Source: an optimization exercise on an open RTL-to-GDS flow (aim: small area, a short achievable clock period and few clock cycles). Production flows keep margins and buffers that such runs may drop. RTL that was checked went through simulation tests only; none was proved equivalent to the original.

## s2_codec
module s2_codec #(
    parameter [32:0] MEM_SIZE = 33'h0_0001_0000
) (
    input  wire        clk,
    input  wire        rst,
    input  wire        wr_en,
    input  wire [3:0]  wr_addr,
    input  wire [31:0] wr_data,
    input  wire [3:0]  rd_addr,
    output reg  [31:0] rd_data,
    output wire        busy,
    output reg         mem_req,
    output reg         mem_we,
    output wire [31:0] mem_addr,
    output reg  [7:0]  mem_wdata,
    input  wire [7:0]  mem_rdata
);
    localparam [127:0] KEY_ADK = 128'hF42E82F6_F91B9BB4_F84B6730_BDC28CBD;
    localparam [127:0] KEY_DNG = 128'h6BDBE8CB_B8AA00A1_0A4FF0D9_CA4659C9;
    function [31:0] crc_inv(input [31:0] r, input [7:0] d);
        integer k;
        reg [31:0] c;
        begin
            c = ~r ^ {24'd0, d};
            for (k = 0; k < 8; k = k + 1)
                c = c[0] ? ((c >> 1) ^ 32'hEDB88320) : (c >> 1);
            crc_inv = ~c;
        end
    endfunction
    function [30:0] rotl(input [30:0] x, input integer k);
        rotl = (x << k) | (x >> (31 - k));
    endfunction
    function [61:0] csa(input [30:0] x, input [30:0] y, input [30:0] z);
        reg [30:0] s, c;
        begin
            s = x ^ y ^ z;
  ...
Size: ~2700 cells after synthesis, about 430 flip-flops, ~130 I/O pins.
==> flow/config.mk <==
export PLATFORM = sky130hd
export DESIGN_NAME = s2_codec
export DESIGN_NICKNAME = s2_codec
export VERILOG_FILES = /design/flow/design.v
export SDC_FILE = /design/flow/constraint.sdc
export NUM_CORES = 4
export LEC_CHECK = 0
export CAP_MARGIN = 20
export CORE_MARGIN = 2
export CORE_UTILIZATION = 40
export CTS_BUF_LIST = sky130_fd_sc_hd__clkbuf_4
export PLACE_DENSITY = 0.6
export SLEW_MARGIN = 20
==> flow/constraint.sdc <==
create_clock -name core_clock -period 20.0 [get_ports {clk}]
set_input_delay 4.0000 -clock core_clock [delete_from_list [all_inputs] [get_ports {clk}]]
set_output_delay 4.0000 -clock core_clock [all_outputs]
set_load 0.01 [all_outputs]
standard.sh (not shown) runs the stock make flow with config.mk's settings and CLKGATE_MAP_FILE= SYNTH_SCRIPT=/design/flow/synth_recipe.tcl, a recipe that flattens the netlist after the stock synthesis.
==> flow/flow/run.sh <==
#!/bin/bash
# The standard layout (the standard.sh, unchanged synthesis and steps) with
# two knobs: repair_timing is asked for a larger setup margin, so that it also
# sizes the paths through the ports, and buffer_ports uses a small fast buffer.
# Make's full output goes to make.log.
set -euo pipefail
bash standard.sh SETUP_SLACK_MARGIN=10.7 "BUFFER_PORTS_ARGS=-buffer_cell sky130_fd_sc_hd__buf_2" finish > make.log 2>&1
The first run passed the timing, DRC and antenna checks.
Testbench counts at the start, summed over its fixed seeds: cycles 939,518.
Change:
--- a/flow/design.v
+++ b/flow/design.v
@@ -167,23 +167,24 @@
         S_BMOD  = 5'd19,
         S_BGEN  = 5'd20,
         S_BRD   = 5'd21,
         S_BWR   = 5'd22,
         S_DEC2  = 5'd23,
         S_BKR   = 5'd24,
-        S_FW    = 5'd25;
+        S_FW    = 5'd25,
+        S_BADD  = 5'd26;
     reg [4:0]  state;
     reg        sub;           
     reg        rv;            
     reg [31:0] acc;
     reg [30:0] gs;
     reg [16:0] off;
     reg [7:0]  j;
     reg [6:0]  l1;            
     reg [3:0]  l2;            
-    reg [12:0] stride;        
+    reg        pb;            
     wire [7:0] op      = r_cmd[7:0];
     wire       kg_rand = r_cmd[8];
     wire       kg_game = r_cmd[9];
     wire       is_kg   = (op == 8'h05);
     wire       is_obf  = (op == 8'h06);
     wire [30:0] nxt = pm_next(acc[30:0]);
@@ -197,15 +198,18 @@
     wire        src_ok  = slen_z || ((r_src[31:17] == 15'd0) && (r_slen[31:17] == 15'd0) &&
                                      !src_end[17] && (!src_end[16] || (src_end[15:0] == 16'd0)));
     wire        dst_ok  = dlen_z || ((r_dst[31:17] == 15'd0) && (r_dlen[31:17] == 15'd0) &&
                                      !dst_end[17] && (!dst_end[16] || (dst_end[15:0] == 16'd0)));
     wire [31:0] b       = is_kg ? r_dst : r_key;
     wire        b_ok    = (b[31:16] == 16'd0) && !((b[15:4] == 12'hFFF) && (b[3:0] != 4'd0));
-    wire [32:0] b_e     = radd({16'd0, b[15:0]}, 32'd15, 1'b0);
-    wire        ovl     = !slen_z && !rlt(b_e, {15'd0, r_src[16:0]}) &&
-                          rlt({16'd0, b[15:0]}, {14'd0, src_end});
+    wire [32:0] d_s     = radd({16'd0, b[15:0]}, {15'd0, ~r_src[16:0]}, 1'b1);
+    wire [17:0] d       = {~d_s[17], d_s[16:0]};      
+    wire        d_neg   = d[17];
+    wire        ovl     = !slen_z &&
+                          (!d_neg || ((d[16:4] == 13'h1FFF) && (d[3:0] != 4'd0))) &&
+                          (d_neg || rlt({15'd0, d[16:0]}, {15'd0, r_slen[16:0]}));
     reg         f_src, f_dst, f_b, f_ovl;
     wire        illegal = (r_cmd[31:10] != 22'd0) || (op > 8'h06) ||
                           ((r_cmd[9:8] != 2'b00) && !is_kg);
     reg  [1:0]  dec_err;
     always @(*) begin
         dec_err = 2'd0;
@@ -290,13 +294,13 @@
         endcase
     end
     wire        lower   = is_kg && !sub;
     wire        up      = (mem_rdata >= 8'h41) && (mem_rdata <= 8'h5A);
     wire [7:0]  crc_d   = mem_rdata | {2'b00, lower && up, 5'd0};
     wire [31:0] crc_nx  = crc_inv(acc, crc_d);
-    wire [32:0] off_s   = radd({15'd0, off}, (state == S_BWR) ? {18'd0, 1'b1, stride} : 32'd1, 1'b0);
+    wire [32:0] off_s   = radd({15'd0, off}, (state == S_BADD) ? {18'd0, 1'b1, acc[12:0]} : 32'd1, 1'b0);
     wire [16:0] off_inc = off_s[16:0];
     wire [32:0] j_s     = radd({24'd0, j}, 32'd1, 1'b0);
     wire [7:0]  j_inc   = j_s[7:0];
     wire        j_l1    = (j_inc == {1'b1, l1});            
     wire [17:0] rsh     = {off, acc[30]};
     wire [32:0] rd_s    = radd({14'd0, rsh}, {14'd0, ~{1'b0, n}}, 1'b1);
@@ -453,28 +457,37 @@
                 end
                 S_L2: begin
                     acc   <= {1'b0, nxt};
                     gs    <= nxt;
                     l2    <= nxt[3:0];
                     j     <= 8'd0;
+                    pb    <= 1'b0;
                     state <= S_P2;
                 end
                 S_P2: begin
                     acc <= {1'b0, nxt};
                     j   <= j_inc;
                     if (j[4:0] == {1'b1, l2}) state <= S_ST;
                 end
                 S_ST: begin
                     acc   <= {1'b0, nxt};
                     state <= S_STR;
                 end
                 S_STR: begin
-                    stride <= nxt[12:0];
-                    off    <= 17'd0;
-                    j      <= 8'd0;
-                    state  <= S_DIV;
+                    if (pb) begin
+                        acc   <= {1'b0, nxt};      
+                        state <= S_BADD;
+                    end else begin
+                        off   <= 17'd0;
+                        j     <= 8'd0;
+                        state <= S_DIV;
+                    end
+                end
+                S_BADD: begin
+                    off   <= off_inc;
+                    state <= S_BCHK;
                 end
                 S_DIV: begin
                     acc <= {acc[30:0], 1'b0};
                     off <= r_ge ? rdiff[16:0] : rsh[16:0];
                     j   <= j_inc;
                     if (j[4:0] == 5'd30) state <= S_BCHK;
@@ -500,14 +513,16 @@
                     acc <= {1'b0, nxt};
                     j   <= j_inc;
                     if (j == 8'hFF) state <= S_BRD;
                 end
                 S_BRD: state <= S_BWR;
                 S_BWR: begin
-                    off   <= off_inc;
-                    state <= S_BCHK;
+                    acc   <= {1'b0, gs};
+                    j     <= 8'd0;
+                    pb    <= 1'b1;
+                    state <= S_P2;
                 end
                 default: state <= S_IDLE;
             endcase
         end
     end
 endmodule
Effect:
- setup slack loses 0.017 ns
- critical path depth rose by 3
- utilization came out higher by 0.85 points
- worst hold slack gains 0.069 ns
- sequential share of layout area came out lower by 1.3 points
- die area falls by 0.56%
- cell count goes down by 0.65%
- first-iteration DRC count goes down by 8.4%
- area after synthesis came out lower by 0.57%
Testbench counts after the change, summed over its fixed seeds: cycles 942,352.

---

Another version of the RTL of s2_codec (not shown whole).
Size: roughly 420 flip-flops, ~130 I/O pins, about 31000 sq um of cells after synthesis.
clock: 20.0 ns
lec_check: 0
cap_margin: 20
core_margin: 2
core_utilization: 40
cts_cluster_diameter: 60
cts_cluster_size: 25
place_density: 0.6
slew_margin: 20
==> flow/flow/run.sh <==
#!/bin/bash
# The standard layout (the standard.sh, unchanged synthesis and steps) with
# two knobs: repair_timing is asked for a larger setup margin, so that it also
# sizes the paths through the ports, and buffer_ports uses a small fast buffer.
# Make's full output goes to make.log.
set -euo pipefail
bash standard.sh SETUP_SLACK_MARGIN=10.45 "BUFFER_PORTS_ARGS=-buffer_cell sky130_fd_sc_hd__buf_2" finish > make.log 2>&1
Then changed:
--- a/flow/design.v
+++ b/flow/design.v
@@ -196,26 +196,26 @@
     wire [17:0] src_end = src_e[17:0];
     wire [17:0] dst_end = dst_e[17:0];
     wire        src_ok  = slen_z || ((r_src[31:17] == 15'd0) && (r_slen[31:17] == 15'd0) &&
                                      !src_end[17] && (!src_end[16] || (src_end[15:0] == 16'd0)));
     wire        dst_ok  = dlen_z || ((r_dst[31:17] == 15'd0) && (r_dlen[31:17] == 15'd0) &&
                                      !dst_end[17] && (!dst_end[16] || (dst_end[15:0] == 16'd0)));
     wire [31:0] b       = is_kg ? r_dst : r_key;
     wire        b_ok    = (b[31:16] == 16'd0) && !((b[15:4] == 12'hFFF) && (b[3:0] != 4'd0));
     wire [32:0] d_s     = radd({16'd0, b[15:0]}, {15'd0, ~r_src[16:0]}, 1'b1);
     wire [17:0] d       = {~d_s[17], d_s[16:0]};      
     wire        d_neg   = d[17];
-    wire        d_lo    = !slen_z &&
-                          (!d_neg || ((d[16:4] == 13'h1FFF) && (d[3:0] != 4'd0)));
-    reg         f_src, f_dst, f_b, f_dlo, f_neg;
-    wire        f_ovl   = f_dlo && (f_neg || rlt({15'd0, off}, {15'd0, r_slen[16:0]}));
+    wire        ovl     = !slen_z &&
+                          (!d_neg || ((d[16:4] == 13'h1FFF) && (d[3:0] != 4'd0))) &&
+                          (d_neg || rlt({15'd0, d[16:0]}, {15'd0, r_slen[16:0]}));
+    reg         f_src, f_dst, f_b, f_ovl;
     wire        illegal = (r_cmd[31:10] != 22'd0) || (op > 8'h06) ||
                           ((r_cmd[9:8] != 2'b00) && !is_kg);
     reg  [1:0]  dec_err;
     always @(*) begin
         dec_err = 2'd0;
         if (illegal)
             dec_err = 2'd1;
         else if (op == 8'h01) begin
             if (!f_src) dec_err = 2'd2;
         end else if (op == 8'h04) begin
             if (!f_dst) dec_err = 2'd2;
@@ -259,26 +259,23 @@
             2'd1: a_op = r_src[15:0];
             2'd2: a_op = r_dst[15:0];
             default: a_op = r_key[15:0];
         endcase
         case (b_sel)
             2'd0: b_op = 16'd0;
             2'd1: b_op = 16'd1;
             2'd2: b_op = off[15:0];
             default: b_op = {12'd0, off[3:0]};
         endcase
     end
-    wire [32:0] a_lo  = radd({24'd0, a_op[7:0]}, {24'd0, b_op[7:0]}, 1'b0);
-    wire [32:0] a_h0  = radd({24'd0, a_op[15:8]}, {24'd0, b_op[15:8]}, 1'b0);
-    wire [32:0] a_h1  = radd({24'd0, a_op[15:8]}, {24'd0, b_op[15:8]}, 1'b1);
-    wire [15:0] a_sum = {a_lo[8] ? a_h1[7:0] : a_h0[7:0], a_lo[7:0]};
+    wire [32:0] a_sum = radd({16'd0, a_op}, {16'd0, b_op}, 1'b0);
     always @(posedge clk) aq <= a_sum[15:0];
     assign mem_addr = {16'd0, aq};
     wire [127:0] kconst = kg_game ? KEY_DNG : KEY_ADK;
     wire [7:0]   kbyte  = kconst[{off[3:0], 3'b000} +: 8];
     always @(*) begin
         mem_req   = 1'b0;
         mem_we    = 1'b0;
         mem_wdata = acc[7:0];
         case (state)
             S_CRC:  mem_req = crc_iss;
             S_FW:   begin mem_req = 1'b1; mem_we = 1'b1; end
@@ -355,25 +352,23 @@
                     end
                     default: ;
                 endcase
             end
             rv <= 1'b0;
             case (state)
                 S_IDLE: ;
                 S_DEC: begin
                     f_src <= src_ok;
                     f_dst <= dst_ok;
                     f_b   <= b_ok;
-                    f_dlo <= d_lo;
-                    f_neg <= d_neg;
-                    off   <= d[16:0];
+                    f_ovl <= ovl;
                     state <= S_DEC2;
                 end
                 S_DEC2: begin
                     off <= 17'd0;
                     sub <= 1'b0;
                     acc <= 32'd0;
                     if (dec_err != 2'd0) begin
                         st_err <= dec_err;
                         finish;
                     end else begin
                         case (op[2:0])
=> Global-route usage fell by 0.77 points; critical path depth rose by 3; first-iteration DRC count rose by 9.8%; hold slack got worse by 0.017 ns; fmax rose by 0.44%; routed wire length fell by 2.0%; cell count fell by 3.2%.
Testbench counts after the change, summed over its fixed seeds: cycles 942,352.
The RTL of the first run of this note was laid out without a check of its function.

-- what the ideal ports hide --
How much do the figures lean on ideal ports? The routed layouts below were timed once more, with nothing changed but the port constraints.
Step 1 assumes that a clkbuf_16 drives the clock port and a buf_2 every other input.
Step 2 also shifts input and output timing later by t, the mid clock arrival at the registers, as if the neighbouring blocks saw the same clock.
Slacks: ideal / step 1 / step 2; pairs: ideal / step 1.
| run | t, ns | slack for setup (ns) | slew at the worst register clock pin (ns) |
|---|---|---|---|
| the first run of note 1 | 0.968 | 10.493 / 10.427 / 10.427 | 0.08 / 0.08 |
| the second run of note 1 | 0.983 | 10.476 / 10.430 / 10.430 | 0.09 / 0.09 |
| the first run of note 2 | 0.684 | 10.406 / 10.291 / 10.291 | 0.10 / 0.10 |
| the second run of note 2 | 0.677 | 10.449 / 10.399 / 10.399 | 0.10 / 0.10 |
After both steps every run listed still meets setup and hold. For the first run of note 2, which loses most, drivers alone change the setup slack by -0.115 ns; drivers and shift together by -0.115 ns.
